Context: an optimization exercise on an open-source flow, tuned for small area, a short achievable clock period and few clock cycles per item. The choices shown serve that exercise and are no tape-out recipe.
Only simulation tests tie the RTL to the original design; equivalence was not proved.

==> flow/design.v (outline; a module is shown in full before it is edited, if it fits) <==
// module qam_kround: 17 lines
// module qam_kmul8: 412 lines
// module qam_sdot: 1803 lines
// module qam_fadd_a: 47 lines
// module qam_fadd_b: 41 lines
// module qam_engine: 530 lines
module qam_engine (
    input  wire        clk,
    input  wire        rst,
    input  wire        in_valid,
    output wire        in_ready,
    input  wire        in_op,
    input  wire [4:0]  in_bps,
    input  wire        in_clamp,
    input  wire [63:0] in_a,
    input  wire [63:0] in_b,
    input  wire [63:0] in_cos,
    input  wire [63:0] in_sin,
    output wire        out_valid,
    input  wire        out_ready,
    output wire [63:0] out_x,
    output wire [63:0] out_y,
    output wire [31:0] out_word
);
  // ...
==> flow/run.sh <==
#!/bin/bash
# synth_recipe.tcl (not shown) runs the flow's synth.tcl, then flattens the netlist and writes it again
# the make line also repeats each setting of config.mk as NAME=value (left out here)
make -C /OpenROAD-flow-scripts/flow DESIGN_CONFIG=/design/flow/config.mk WORK_HOME=/design/flow/orfs CLKGATE_MAP_FILE= SYNTH_SCRIPT=/design/flow/synth_recipe.tcl finish
==> flow/config.mk <==
export PLATFORM = sky130hd
export DESIGN_NAME = qam_engine
export DESIGN_NICKNAME = qam_engine
export VERILOG_FILES = /design/flow/design.v
export SDC_FILE = /design/flow/constraint.sdc
export NUM_CORES = 8
export LEC_CHECK = 0
export CAP_MARGIN = 30
export CORE_MARGIN = 2
export CORE_UTILIZATION = 40
export SETUP_SLACK_MARGIN = 5
export SLEW_MARGIN = 30
==> flow/constraint.sdc <==
create_clock -name core_clock -period 50.0 [get_ports {clk}]
set_input_delay 10.0000 -clock core_clock [delete_from_list [all_inputs] [get_ports {clk}]]
set_output_delay 10.0000 -clock core_clock [all_outputs]
set_load 0.01 [all_outputs]
==> impl_metrics.csv, run 1 <==
group,metric,value,unit
status,outcome,"timing/DRC/antenna clean",
grt,grt_use_met2,66.7,%
final_layout,largest_class,"multi-input combinational cells",
synthesis,synth_top_area_cell,"edfxtp_1",
clock_network,path_clk_slew,0.07,ns
min_path,hold_class,"register to register",
drt,wl_per_cell,40.6,um
synthesis,synth_edf_count,1257,
synthesis,yosys-top-cells-count,"2,974 x nand2_1, 2,501 x nor2_1, 2,239 x a21oi_1",
final_layout,largest_reg_flops,110,
setup_path,crit_family,"compound AO/OA/AOI/OAI gates",
final_layout,multi_input_area,0.171,mm2
final_layout,sh_seq_area,15.6,%
synthesis,ys_seq_area_share,17.3,%
drt,num_vias,256000,
setup_path,cp-startpoint,"cnt[3]",
setup_path,critPathMaxStageDelay,0.83,ns
setup_path,cp.depth,59,
clock_network,postCtsSetupRepairBufs,0,
floorplan,die_h,752,um
Testbench counts, summed over its fixed seeds: cycles 16,258, items 16,000.
==> run 2, diff against run 1 <==
==> flow/flow/run.sh (new file) <==
#!/bin/bash
set -euo pipefail
bash standard.sh SETUP_SLACK_MARGIN=37.5 SKIP_PIN_SWAP=1 SKIP_GATE_CLONING=1 finish > standard_flow.log 2>&1
==> flow/standard.sh (new file) <==
#!/bin/bash
# synth_recipe.tcl (not shown) runs the flow's synth.tcl, then flattens the netlist and writes it again
# the make line also repeats each setting of config.mk as NAME=value (left out here)
make -C /OpenROAD-flow-scripts/flow DESIGN_CONFIG=/design/flow/config.mk WORK_HOME=/design/flow/orfs CLKGATE_MAP_FILE= SYNTH_SCRIPT=/design/flow/synth_recipe.tcl "${@:-finish}"
--- a/flow/config.mk
+++ b/flow/config.mk
@@ -5,8 +5,8 @@
 export SDC_FILE = /design/flow/constraint.sdc
 export NUM_CORES = 8
 export LEC_CHECK = 0
+export ABC_AREA = 1
 export CAP_MARGIN = 30
 export CORE_MARGIN = 2
 export CORE_UTILIZATION = 40
-export SETUP_SLACK_MARGIN = 5
 export SLEW_MARGIN = 30
removed: flow/run.sh
==> impl_metrics.csv, run 2 <==
group,metric,value,unit
final_layout,fill_cells,56900,
grt,grt_use_met2,68.6,%
final_layout,drive_gt1_share,11.3,%
timing,hold_viol,0,
grt,antenna_found_initial,228,
timing,finalSetupViolCount,0,
drt,wl,1440000,um
setup_path,cp.arrival,13.26,ns
final_layout,final_util,46.4,%
floorplan,num_io_pins,429,
floorplan,dieWidth,746,um
synthesis,synthArstFlopShare,0,%
grt,use_met1,60.9,%
status,outcome,"timing/DRC/antenna clean",
min_path,hold_class,"register to register",
final_layout,syn_to_final_growth,15.6,%
final_layout,regMostFlops,"pr",
final_layout,largest_reg_flops,110,
clock_network,path_clk_slew,0.06,ns
drt,drt_first_pass_iters,12,
floorplan,die_area,0.556,mm2
timing,slew_headroom,16.9,%
clock_network,clkLatencyLatePin,1.05,ns
floorplan,fp-row-count,272,
flow_run,cap_viol_max_count,0,
timing,setup_tns,0,ns
timing,fin_crit,12.61,ns
timing,worst_pin_slew,1.23,ns
timing,holdWs,0.439,ns
synthesis,ys_types,125,
timing,fin_crit_sh,25.2,%
setup_path,critPathMaxStageDelay,0.39,ns
timing,fmax,79.3,MHz
synthesis,synthTopCellsByArea,"edfxtp_1 17%, nand2_1 11%, fa_1 9.8%",
floorplan,die_h,746,um
synthesis,synthesis.nets,35000,
synthesis,yosysWarnings,3,
clock_network,cts_tree,"built",
place,dp_slack,34.03,ns
final_layout,stdcell_area,0.254,mm2
floorplan,initial_utilization,40.1,%
place,place_area,0.234,mm2
clock_network,clockBufferDepth,4,
timing,rsz0062_at_grt,"true",
grt,grt_pass1_vias,235000,
grt,grt_overflow,0,
drt,ant_nets,0,
clock_network,cts_buffers,173,
grt,grt_max_degree,175,
synthesis,syn_area_per_cell,6.82,um2
grt,track_usage,49.1,%
timing,drv_slew,0,
place,place_congestion,1.15,
drt,num_vias,259000,
final_layout,final_cell_mix,"6,144 x nand2_1, 4,553 x inv_1, 2,435 x o21ai_0",
setup_path,end_kind,"register",
setup_path,cp.required,50.65,ns
setup_path,critical_path_class,"register to register",
final_layout,final_common_cell,"nand2_1",
timing,setup_slack,37.39,ns
synthesis,ys_seq_area_share,17.6,%
clock_network,cts_root_buffer,"clkbuf_16",
place,place_inst,39100,
synthesis,yosysMostFrequentCell,"nand2_1",
drt,drt-initial-drc-count,41400,
timing,fin_skew,0.143,ns
place,dp_hpwl,1150000,um
final_layout,nets,35600,
synthesis,synth-seq-cells,1302,
synthesis,yosys-top-cells-count,"6,273 x nand2_1, 4,697 x inv_1, 2,869 x o21ai_0",
synthesis,synth_edf_count,1257,
setup_path,cp_max_fo,12,
drt,drc,0,
synthesis,netlist_area,0.220,mm2
final_layout,top_regs,"pr x110, r2_s1 x73, r2_s2 x73",
clock_network,clock-sinks,1302,
drt,wl_per_cell,35.7,um
synthesis,synth_top_area_cell,"edfxtp_1",
setup_path,slowest_stage,"edfxtp_1",
grt,top_usage_layer,"met2",
grt,grt_pass1_wl,1930000,um
clock_network,cts_htree_levels,4,
place,port_buffers,428,
grt,grt_use_met3,19.7,%
synthesis,yosys_most_used_dff,"edfxtp_1",
setup_path,cp-start-kind,"register",
final_layout,final_cells,40300,
synthesis,syn-instance-count,32200,
floorplan,core_area,0.548,mm2
synthesis,netlist.area_leader.share,17.2,%
drt,avgViaCountPerCell,6.41,
-- run 2: cell types whose count changed after synthesis, moves of 792 or more --
cell and change:
nand2_1 +3299, inv_1 +2492, xnor2_1 -1567, xor2_1 +1289, nand3_1 +873, o21ai_0 +792
-- run 2: metal layers --
layer	part of all wire [%]	up-vias
li1	-	109000
met1	37	124000
met2	39	20200
met3	14	4898
met4	9.2	127
met5	0.10	-
-- run 2: cell type report --
cell class / count / area, um2 / share of cell area (%)
timing repair buffer: 2068 / 18900 / 7.43
inverter: 4924 / 19000 / 7.49
clock inverter: 109 / 1310 / 0.515
clock buffer: 204 / 4520 / 1.78
sequential: 1302 / 38700 / 15.2
tap: 7261 / 9080 / 3.57
multi-input combinational: 24300 / 162000 / 63.9
antenna: 140 / 350 / 0.138
-- run 2: path summary, 6_finish.rpt --
| kind | from | endpoint | slack (ns) | cells past startpoint |
|---|---|---|---|---|
| worst min register to register | ir_clamp | r1_clamp | 0.44 | 0 |
| worst max register to register | r1_w0[1] | r2_s1[55] | 37.39 | 90 |
| worst max-delay path | r1_w0[1] | r2_s1[55] | 37.39 | 90 |
| worst min-delay path | ir_clamp | r1_clamp | 0.44 | 0 |
-- run 2: cells by family (layout without fill, tap and decap cells) --
kind of cell / Yosys count / after routing / synth area share [%]
other: 0 / 140 / 0
AND/OR/NAND/NOR: 11500 / 11500 / 22.0
AO/OA/AOI/OAI: 8040 / 8040 / 21.4
adder cells (fa/ha/maj): 2494 / 2494 / 17.8
flip-flops: 1302 / 1302 / 17.6
XOR/XNOR: 2213 / 2213 / 8.85
buffers and inverters: 6618 / 7305 / 11.9
multiplexers: 88 / 88 / 0.401
-- run 2: critical path: cells and delay by family, from the launching register on --
family | cells | cell delay (ns)
and+or+nand+nor | 25 | 2.71
AOI/OAI and AO/OA | 44 | 6.12
DFF | 1 | 0.39
buffers and inverters | 16 | 1.60
adders and majority gates | 5 | 1.40
-- run 2: timing repair --
action | in CTS | in global routing
hold buffers | 0 | 0
setup endpoints to repair | 760 | 627
setup buffers | 329 | 432
gates resized for setup | 772 | 1173
endpoints found under the hold margin | 0 | 0
==> module qam_kround, before the edit <==
module qam_kround (
    input  wire [60:0] q,
    input  wire [2:0]  l,
    input  wire [10:0] e,
    input  wire        sgn,
    output wire [63:0] y
);
    wire        top = q[60];
    wire [52:0] m53 = top ? q[60:8] : q[59:7];
    wire        g   = top ? q[7] : q[6];
    wire        st  = top ? (|q[6:0]) : (|q[5:0]);
    wire        inc = g & (st | m53[0]);
    wire [53:0] m   = {1'b0, m53} + {53'b0, inc};
    wire [11:0] ef  = {1'b0, e} + {9'b0, l} - {11'b0, ~top} - 12'd1;
    wire [63:0] pk  = {ef[10:0], 52'b0} + {10'b0, m};
    assign y = {sgn, pk[62:0]};
endmodule
==> run 3, diff against run 2 <==
--- a/flow/design.v
+++ b/flow/design.v
@@ -11,9 +11,11 @@
     wire        st  = top ? (|q[6:0]) : (|q[5:0]);
     wire        inc = g & (st | m53[0]);
     wire [53:0] m   = {1'b0, m53} + {53'b0, inc};
-    wire [11:0] ef  = {1'b0, e} + {9'b0, l} - {11'b0, ~top} - 12'd1;
-    wire [63:0] pk  = {ef[10:0], 52'b0} + {10'b0, m};
-    assign y = {sgn, pk[62:0]};
+    wire [10:0] a0  = e + {8'b0, l} - 11'd1;
+    wire [10:0] a1  = e + {8'b0, l};
+    wire [10:0] a2  = e + {8'b0, l} + 11'd1;
+    wire [10:0] ex  = (top & m[53]) ? a2 : (top | m[53]) ? a1 : a0;
+    assign y = {sgn, ex, m[51:0]};
 endmodule
 module qam_kmul8 (
     input  wire [7:0]  k,
--- a/flow/config.mk
+++ b/flow/config.mk
@@ -5,7 +5,6 @@
 export SDC_FILE = /design/flow/constraint.sdc
 export NUM_CORES = 8
 export LEC_CHECK = 0
-export ABC_AREA = 1
 export CAP_MARGIN = 30
 export CORE_MARGIN = 2
 export CORE_UTILIZATION = 40
==> impl_metrics.csv, run 3 <==
group,metric,value,unit
final_layout,top_regs,"pr x110, r2_s1 x73, r2_s2 x73",
floorplan,core_area,0.553,mm2
clock_network,cts_htree_levels,4,
timing,fin_crit,13.07,ns
setup_path,cp.arrival,13.76,ns
place,dp_slack,33.29,ns
timing,hold_viol,0,
final_layout,drive_gt1_share,11.8,%
drt,wl,1430000,um
synthesis,synthTopCellsByArea,"edfxtp_1 17%, fa_1 9.7%, ha_1 7.7%",
floorplan,initial_utilization,40.2,%
drt,num_vias,253000,
floorplan,num_io_pins,429,
grt,track_usage,48.5,%
final_layout,syn_to_final_growth,14.8,%
synthesis,netlist_area,0.222,mm2
setup_path,end_kind,"register",
setup_path,cp-start-kind,"register",
timing,fin_crit_sh,26.1,%
timing,fmax,76.5,MHz
drt,avgViaCountPerCell,6.92,
clock_network,clock-sinks,1302,
synthesis,yosysWarnings,3,
setup_path,cp.required,50.69,ns
clock_network,clockBufferDepth,4,
timing,setup_tns,0,ns
timing,drv_slew,0,
synthesis,synthesis.nets,31600,
synthesis,synthArstFlopShare,0,%
drt,wl_per_cell,39.0,um
drt,drc,0,
grt,grt_max_degree,155,
min_path,hold_start,"ir_clamp",
floorplan,die_h,749,um
setup_path,r2r-start,"r1_w0[52]",
floorplan,dieWidth,749,um
synthesis,synth_edf_count,1257,
synthesis,syn-instance-count,28900,
drt,drt_first_pass_iters,14,
grt,grt_pass1_wl,1910000,um
synthesis,synth-seq-cells,1302,
timing,fin_skew,0.0828,ns
timing,rsz0062_at_grt,"true",
grt,grt_pass1_vias,226000,
synthesis,ys_types,132,
timing,setup_slack,36.93,ns
place,place_congestion,1.16,
flow_run,cap_viol_max_count,0,
timing,worst_pin_slew,1.26,ns
clock_network,path_clk_slew,0.06,ns
synthesis,yosysMostFrequentCell,"nand2_1",
final_layout,largest_reg_flops,110,
setup_path,critPathMaxStageDelay,0.72,ns
clock_network,cts_root_buffer,"clkbuf_16",
final_layout,nets,31700,
synthesis,yosys-top-cells-count,"2,936 x nand2_1, 2,543 x nor2_1, 2,209 x a21oi_1",
timing,finalSetupViolCount,0,
place,port_buffers,428,
final_layout,final_cell_mix,"2,871 x nand2_1, 2,476 x nor2_1, 2,090 x a21oi_1",
grt,antenna_found_initial,247,
synthesis,syn_area_per_cell,7.67,um2
setup_path,critical_path_class,"register to register",
drt,drt-initial-drc-count,45700,
setup_path,slowest_stage,"or4b_2",
setup_path,crit_top_cell,"a21oi_1",
synthesis,yosys_most_used_dff,"edfxtp_1",
grt,grt_overflow,0,
min_path,hold_class,"register to register",
place,dp_hpwl,1100000,um
clock_network,cts_buffers,179,
floorplan,fp-row-count,273,
setup_path,cp_max_fo,29,
floorplan,die_area,0.561,mm2
timing,slew_headroom,15.6,%
final_layout,regMostFlops,"pr",
status,outcome,"timing/DRC/antenna clean",
synthesis,netlist.area_leader.share,17.0,%
synthesis,synth_top_area_cell,"edfxtp_1",
clock_network,clkLatencyLatePin,1.06,ns
drt,ant_nets,0,
setup_path,cp-startpoint,"r1_w0[52]",
clock_network,cts_tree,"built",
synthesis,ys_seq_area_share,17.4,%
final_layout,final_common_cell,"nand2_1",
run 3: cell count changes after synthesis, moves of 562 or more:
cell / delta
nand3_1: -1114
xor2_1: -1317
xnor2_1: +1626
inv_1: -2544
o21ai_0: -934
mux2i_1: +562
nand2_1: -3337
run 3: worst max-delay path, delay by kind of cell, from the launching register on:
family                   cells  cell delay (ns)
adder cells (fa/ha/maj)      3             1.12
buffers and inverters        6             1.56
XOR/XNOR                     1             0.19
multiplexers                 2             0.49
AO/OA/AOI/OAI               29             6.36
flip-flops                   1             0.60
AND/OR/NAND/NOR             11             2.32
run 3: metrics by stage:
step / std cells / util (%) / area, um2 / hold slack, ns
floorplan: 28900 / - / 222000 / 0.400
detailed placement: 35600 / 43.0 / 238000 / 0.416
global placement: 35600 / 42.9 / 237000 / 0.404
CTS: 36200 / 45.0 / 249000 / 0.430
global route: 36500 / 46.0 / 254000 / 0.450
finish: 36600 / 46.1 / 255000 / 0.427
run 3: what timing repair did:
action	4_1_cts	5_1_grt
buffers inserted	284	262
setup endpoints to repair	562	496
hold buffers	0	0
gates resized for setup	605	609
endpoints found under the hold margin	0	0
run 3: path summary, 6_finish.rpt:
kind          endpoint  slack (ns)  depth (start not counted)
max          r2_s1[54]       36.93                         52
min           r1_clamp        0.43                          0
max reg2reg  r2_s1[54]       36.93                         52
min reg2reg   r1_clamp        0.43                          0
run 3: layout make-up:
| type | count | area [um2] |
|---|---|---|
| clock buffer | 202 | 4590 |
| antenna | 151 | 378 |
| fill | 55400 | 298000 |
| clock inverter | 124 | 1510 |
| timing repair buffer | 2081 | 18800 |
| sequential | 1302 | 38700 |
| multi-input combinational | 23300 | 173000 |
| inverter | 2205 | 8530 |
| tap | 7287 | 9120 |
run 3: routing by layer:
| layer | up-vias | track usage (%) | share of wire (%) |
|---|---|---|---|
| li1 | 105000 | - | - |
| met3 | 4736 | 21.7 | 16 |
| met5 | - | 0.799 | 0.12 |
| met1 | 123000 | 60.6 | 37 |
| met4 | 124 | 35.7 | 9.5 |
| met2 | 20800 | 65.0 | 38 |
run 3: logic make-up (layout without fill, tap and decap cells):
logic type,after synthesis,count (layout),share of synthesized area (%)
simple gates,8478,8478,17.4
compound gates,8905,8905,25.9
flops,1302,1302,17.4
fa+ha+maj,2448,2448,17.4
mux,906,906,4.49
other cells,0,151,0
buf+inv,4362,4612,7.49
xor+xnor,2517,2517,9.94
Testbench counts of run 3, summed over its fixed seeds: cycles 16,258, items 16,000.
==> run 4, diff against run 3 <==
--- a/flow/config.mk
+++ b/flow/config.mk
@@ -5,6 +5,7 @@
 export SDC_FILE = /design/flow/constraint.sdc
 export NUM_CORES = 8
 export LEC_CHECK = 0
+export ABC_AREA = 1
 export CAP_MARGIN = 30
 export CORE_MARGIN = 2
 export CORE_UTILIZATION = 40
==> impl_metrics.csv, run 4 <==
group,metric,value,unit
synthesis,synth_edf_count,1257,
final_layout,syn_to_final_growth,15.1,%
setup_path,critPathMaxStageDelay,0.44,ns
drt,wl_per_cell,35.7,um
timing,fin_crit,12.65,ns
flow_run,cap_viol_max_count,0,
status,outcome,"timing/DRC/antenna clean",
drt,route.met3.wl,203000,um
place,dp_hpwl,1160000,um
final_layout,drive_gt1_share,10.7,%
synthesis,synthArstFlopShare,0,%
clock_network,cts_buffers,174,
grt,grt_max_degree,128,
setup_path,end_kind,"register",
grt,grt_pass1_wl,1930000,um
drt,drc,0,
min_path,hold_class,"register to register",
clock_network,cts_root_buffer,"clkbuf_16",
timing,rsz0062_at_grt,"true",
timing,fin_skew,0.173,ns
drt,wl_met1,543000,um
timing,setup_slack,37.35,ns
clock_network,path_clk_slew,0.07,ns
timing,setup_tns,0,ns
synthesis,yosys_most_used_dff,"edfxtp_1",
drt,ant_nets,0,
grt,antenna_found_initial,223,
floorplan,core_area,0.552,mm2
clock_network,cts_htree_levels,4,
final_layout,fill_cells,57300,
drt,met2_length,569000,um
timing,worst_pin_slew,1.37,ns
final_layout,regMostFlops,"pr",
timing,fmax,79.1,MHz
floorplan,die_h,747,um
setup_path,cp.required,50.69,ns
synthesis,synth-seq-cells,1302,
drt,avgViaCountPerCell,6.41,
drt,num_vias,261000,
clock_network,clock-sinks,1302,
grt,track_usage,49.1,%
clock_network,clkLatencyLatePin,1.09,ns
clock_network,holdBufCountCts,0,
timing,finalSetupViolCount,0,
drt,wl,1450000,um
synthesis,syn-instance-count,32600,
final_layout,multi_input_area,0.163,mm2
timing,drv_slew,0,
grt,grt_overflow,0,
drt,drt-initial-drc-count,42000,
synthesis,netlist.area_leader.share,17.1,%
final_layout,final_util,46.1,%
synthesis,yosys-top-cells-count,"6,528 x nand2_1, 4,771 x inv_1, 3,029 x o21ai_0",
clock_network,clockBufferDepth,4,
place,port_buffers,428,
timing,slew_headroom,8.52,%
setup_path,reg2reg_depth,80,
timing,hold_viol,0,
place,dp_slack,34.09,ns
floorplan,num_io_pins,429,
clock_network,cts_tree,"built",
final_layout,top_regs,"pr x110, r2_s1 x73, r2_s2 x73",
setup_path,critical_path_class,"register to register",
synthesis,synth_top_area_cell,"edfxtp_1",
synthesis,ys_types,117,
setup_path,cp-start-kind,"register",
synthesis,syn_area_per_cell,6.77,um2
drt,drt_first_pass_iters,12,
floorplan,die_area,0.559,mm2
final_layout,largest_reg_flops,110,
setup_path,slowest_stage,"nand4_1",
synthesis,synthesis.nets,35300,
synthesis,synthTopCellsByArea,"edfxtp_1 17%, nand2_1 11%, fa_1 9.7%",
floorplan,initial_utilization,40.1,%
timing,holdWs,0.430,ns
setup_path,cp_max_fo,12,
synthesis,netlist_area,0.221,mm2
final_layout,seq_area,0.0387,mm2
final_layout,final_common_cell,"nand2_1",
setup_path,cp.arrival,13.34,ns
synthesis,ys_seq_area_share,17.5,%
place,place_congestion,1.16,
synthesis,yosysWarnings,3,
drt,top_layer,"met5",
final_layout,nets,35800,
final_layout,final_cell_mix,"6,394 x nand2_1, 4,645 x inv_1, 2,590 x o21ai_0",
synthesis,yosysMostFrequentCell,"nand2_1",
setup_path,crit_top_cell,"o21ai_2",
grt,grt_pass1_vias,235000,
floorplan,fp-row-count,273,
floorplan,dieWidth,747,um
timing,fin_crit_sh,25.3,%
min_path,hold_path_depth,0,
[run 4: logic make-up after synthesis]
logic type               count (synthesis)  share of synthesized area [%]
adder cells (fa/ha/maj)               2443                           17.5
flip-flops                            1302                           17.5
XOR/XNOR                              2248                           8.94
multiplexers                            67                          0.303
buffers and inverters                 6662                           11.8
AO/OA/AOI/OAI                         8169                           21.6
AND/OR/NAND/NOR                      11700                           22.4
[run 4: final timing paths]
path | startpoint | endpoint | slack, ns
setup / recovery | r1_w0[55] | r2_s1[55] | 37.35
hold / removal | ir_clamp | r1_clamp | 0.43
setup reg to reg | r1_w0[55] | r2_s1[55] | 37.35
hold reg to reg | ir_clamp | r1_clamp | 0.43
[run 4: cell type report]
| class | instances | share of cell area, % |
|---|---|---|
| Antenna cell | 151 | 0.149 |
| Clock buffer | 204 | 1.82 |
| Clock inverter | 110 | 0.448 |
| Inverter | 4951 | 7.48 |
| Multi-Input combinational cell | 24700 | 64.2 |
| Sequential cell | 1302 | 15.2 |
| Tap cell | 7287 | 3.58 |
| Timing Repair Buffer | 1957 | 7.16 |
[run 4: repair_timing]
item                                    CTS  global route
endpoints found under the setup margin  761           601
buffers inserted                        250           380
resized for setup                       630          1129
gates cloned                              0             0
endpoints found under the hold margin     0             0
[run 4: critical path, delay by kind of cell, from the launching register on]
family,cells,cell delay [ns]
XOR/XNOR,1,0.10
AO/OA/AOI/OAI,36,5.58
buffers and inverters,16,1.88
flip-flops,1,0.41
adder cells (fa/ha/maj),4,1.26
AND/OR/NAND/NOR,23,3.10
[run 4: layer usage]
layer / up-vias / GRT usage [%]
li1: 110000 / -
met1: 125000 / 61.3
met5: - / 0.722
met3: 4720 / 18.9
met2: 20100 / 68.5
met4: 118 / 35.4
[run 4: through the flow]
stage          instance area [um2]  cells
2_1_floorplan               221000  32600
4_1_cts                     246000  40100
3_5_place_dp                235000  39500
3_3_place_gp                235000  39500
6_report                    254000  40600
5_1_grt                     254000  40500

[port drivers added, routing unchanged]
No port has a modelled driver above. Below, the same layouts with a new extraction and two added sets of constraints. Step 1 (the two cells are an assumption about what drives the block):
set clk [get_ports {clk}]
set_driving_cell -lib_cell sky130_fd_sc_hd__clkbuf_16 $clk
set_driving_cell -lib_cell sky130_fd_sc_hd__buf_2 [delete_from_list [all_inputs] $clk]
Step 2, shift: input delay + t, output delay - t, t = (earliest + latest rising clock arrival at the registers) / 2. This alone moves slack from input paths to output paths. Slacks: ideal / step 1 / step 2; pairs: ideal / step 1.
run | t (ns) | setup slack, ns | hold WS [ns] | worst slew at a driven data input, ns
run 1 | 1.112 | 30.856 / 30.856 / 30.856 | 0.423 / 0.423 / 0.423 | 0.14
run 2 | 1.115 | 37.390 / 37.390 / 36.544 | 0.439 / 0.439 / 0.439 | 0.28
run 3 | 1.167 | 36.928 / 36.928 / 36.584 | 0.427 / 0.427 / 0.427 | 0.26
run 4 | 1.143 | 37.354 / 37.354 / 36.230 | 0.430 / 0.430 / 0.430 | 0.38
After both steps every run listed still meets setup and hold. The setup slack of run 4, which loses most, moves by 0.000 ns with the drivers and by -1.124 ns with both steps.
